Source: an optimization exercise on an open RTL-to-GDS flow (aim: small area, a short achievable clock period and few clock cycles per item). Production flows keep margins and buffers that such runs may drop.
In this exercise RTL edits were held to simulation tests only and were not proved equivalent to the original.

==> inputs of run X <==
Design hsv2rgb_stream, start of the top module:
module hsv2rgb_stream (
    input  wire        clk,
    input  wire        rst,
    input  wire        in_valid,
    output wire        in_ready,
    input  wire [7:0]  hue_i,
    input  wire [7:0]  sat_i,
    input  wire [7:0]  val_i,
    output reg         out_valid,
    output wire [31:0] rgb_o
);
    assign in_ready = 1'b1;
    reg        v0;
    reg [7:0]  hue0, sat0, val0;
    always @(posedge clk) begin
        v0   <= ~rst & in_valid;
        hue0 <= hue_i;
        sat0 <= sat_i;
        val0 <= val_i;
    end
    wire [7:0] raw_i0, raw_d0, fl0;
    wire [8:0] v10;
    wire [1:0] zone0;
    hsv2rgb_hue   u_hue   (.hue(hue0), .raw_i(raw_i0), .raw_d(raw_d0), .zone(zone0));
    hsv2rgb_floor u_floor (.sat(sat0), .fl(fl0));
    hsv2rgb_valp  u_valp  (.val(val0), .v1(v10));
    wire [8:0] s10 = {1'b0, sat0} + 9'd1;
    wire [9:0] s30 = {s10, 1'b0} + s10;
    reg        v1;
    reg [11:0] di1, dd1;
    wire [11:0] di0, dd0;
    hsv2rgb_dig u_di (.x(raw_i0), .s(di0));
    hsv2rgb_dig u_dd (.x(raw_d0), .s(dd0));
    reg [8:0]  s11, v11;
    reg [9:0]  s31;
    reg [7:0]  fl1;
    reg        z0_1, z1_1;
    always @(posedge clk) begin
        v1      <= ~rst & v0;
        di1     <= di0;
        dd1     <= dd0;
        s11     <= s10;
        s31     <= s30;
        fl1     <= fl0;
        v11     <= v10;
  ...
clock: 16.0 ns
lec_check: 0
cap_margin: 20
cell_pad_in_sites_detail_placement: 1
core_margin: 2
core_utilization: 40
slew_margin: 60
synth_hierarchical: 1
standard.sh (not shown) runs the stock make flow with config.mk's settings and CLKGATE_MAP_FILE= SYNTH_SCRIPT=/design/flow/synth_recipe.tcl, a recipe that flattens the netlist after the stock synthesis.
==> flow/flow/run.sh <==
#!/bin/bash
# Layout flow: the standard flow (standard.sh: the standard synthesis,
# floorplan, placement, clock tree, routing and finish, at the design's
# clock and constraints), except that the port buffers that placement adds
# to every input and output are buf_4 cells instead of the default pick
# (a slow delay cell).  The whole output of the flow goes to flow.log.
set -euo pipefail
cd "$(dirname "$0")/.."
bash standard.sh BUFFER_PORTS_ARGS="-buffer_cell sky130_fd_sc_hd__buf_4" finish > flow.log 2>&1
==> run Y: changes against run X <==
- CELL_PAD_IN_SITES_DETAIL_PLACEMENT: 1 -> unset
==> summary.txt <==
quantity	run X	run Y
Run status	no timing/DRC/antenna violations	no timing/DRC/antenna violations
Max Fclk	229.3 MHz	233.2 MHz
Worst-case register-to-register setup slack	11.64 ns	11.71 ns
Wire per inst	19.62 um	17.62 um
Final setup margin	11.64 ns	11.71 ns
Clock network area share	3.788%	4.126%
Synthesis-to-finish area growth	8.041%	8.378%
Detailed-routing iteration count for the pre-antenna-repair pass	15	13
Non-clock buffer area fraction after layout	3.102%	3.092%
Share of the cycle needed by the critical path after routing	27.25%	26.80%
Testbench counts of run X, summed over its fixed seeds: cycles 16,032, items 16,000.
Testbench counts of run Y, summed over its fixed seeds: cycles 16,032, items 16,000.

---

==> inputs of wip/lagoon <==
Another version of the RTL of hsv2rgb_stream (not shown whole).
Settings: LEC_CHECK=0, CAP_MARGIN=20, CORE_MARGIN=2, CORE_UTILIZATION=40, SLEW_MARGIN=85, SYNTH_HIERARCHICAL=1; clock period 16.0 ns.
run.sh (not shown) runs the stock make flow with config.mk's settings and CLKGATE_MAP_FILE= SYNTH_SCRIPT=/design/flow/synth_recipe.tcl, a recipe that flattens the netlist after the stock synthesis.
Stock flow here: none of the scripts above is used.
==> inputs of wip/indigo, as changes to wip/lagoon <==
SLEW_MARGIN = 20   (was 85)
==> results_dict.tcl <==
set metrics [dict create \
    hold_start "zone1[0]" \
    worstSetupStartpoint "zone2[0]" \
    reg2reg_depth 12 \
    cpLargestDelayFamily "adder cells" \
    pre_cts_slack_ns 10.42 \
    path_common_cell "fa_1" \
    crit_slowest_cell "o21ai_0" \
    grt_usage_pct 19.0 \
    status "complete, no violations" \
    buffer_area_share_pct 2.98 \
    final_layout_size_suffix_gt1_share_pct 7.12 \
    place_inst 2292 \
]
That was wip/indigo.
==> results_dict.tcl <==
set metrics [dict create \
    place_inst 2473 \
    status "complete, no violations" \
    crit_slowest_cell "fa_2" \
    cap_violations 0 \
    inverters_excl_clock 35 \
    final_layout_size_suffix_gt1_share_pct 26.7 \
    grt_usage_pct 20.7 \
    hold_start "vp1[4]" \
    path_common_cell "clkdlybuf4s50_1" \
    pre_cts_slack_ns 1.23 \
    cpLargestDelayFamily "buffers and inverters" \
    buffer_area_share_pct 12.1 \
    reg2reg_depth 36 \
]
That was wip/lagoon.
Testbench counts of wip/lagoon, summed over its fixed seeds: cycles 16,032, items 16,000.
Testbench counts of wip/indigo, summed over its fixed seeds: cycles 16,032, items 16,000.

re-timing with driven ports:
The results above use ideal ports. As a check the final layouts listed here were re-extracted and re-timed, cells and wires unchanged.
Step 1 sets driving cells, clkbuf_16 on the clock port and buf_2 on the other inputs (assumed; they add their load-dependent delay and slew).
Step 2 times the ports against the registers' clock, not the clock port: input delays grow and output delays shrink by t, the midpoint of the rising clock arrivals with the driver on.
Three values: no drivers, after step 1, after step 2; two values: the first two.
run	t (ns)	setup slack, ns	worst setup path after step 2	latest minus earliest clock arrival (ns)	pins driven straight from the clock port
run X	0.494	11.640 / 11.640 / 11.640	register to register	0.013 / 0.013	1
run Y	0.488	11.712 / 11.712 / 11.712	register to register	0.012 / 0.012	1
wip/lagoon	0.493	0.747 / 0.747 / 0.747	register to register	0.016 / 0.017	1
wip/indigo	0.497	10.406 / 10.406 / 10.406	register to register	0.012 / 0.012	1
After both steps setup and hold are still met in every run listed.
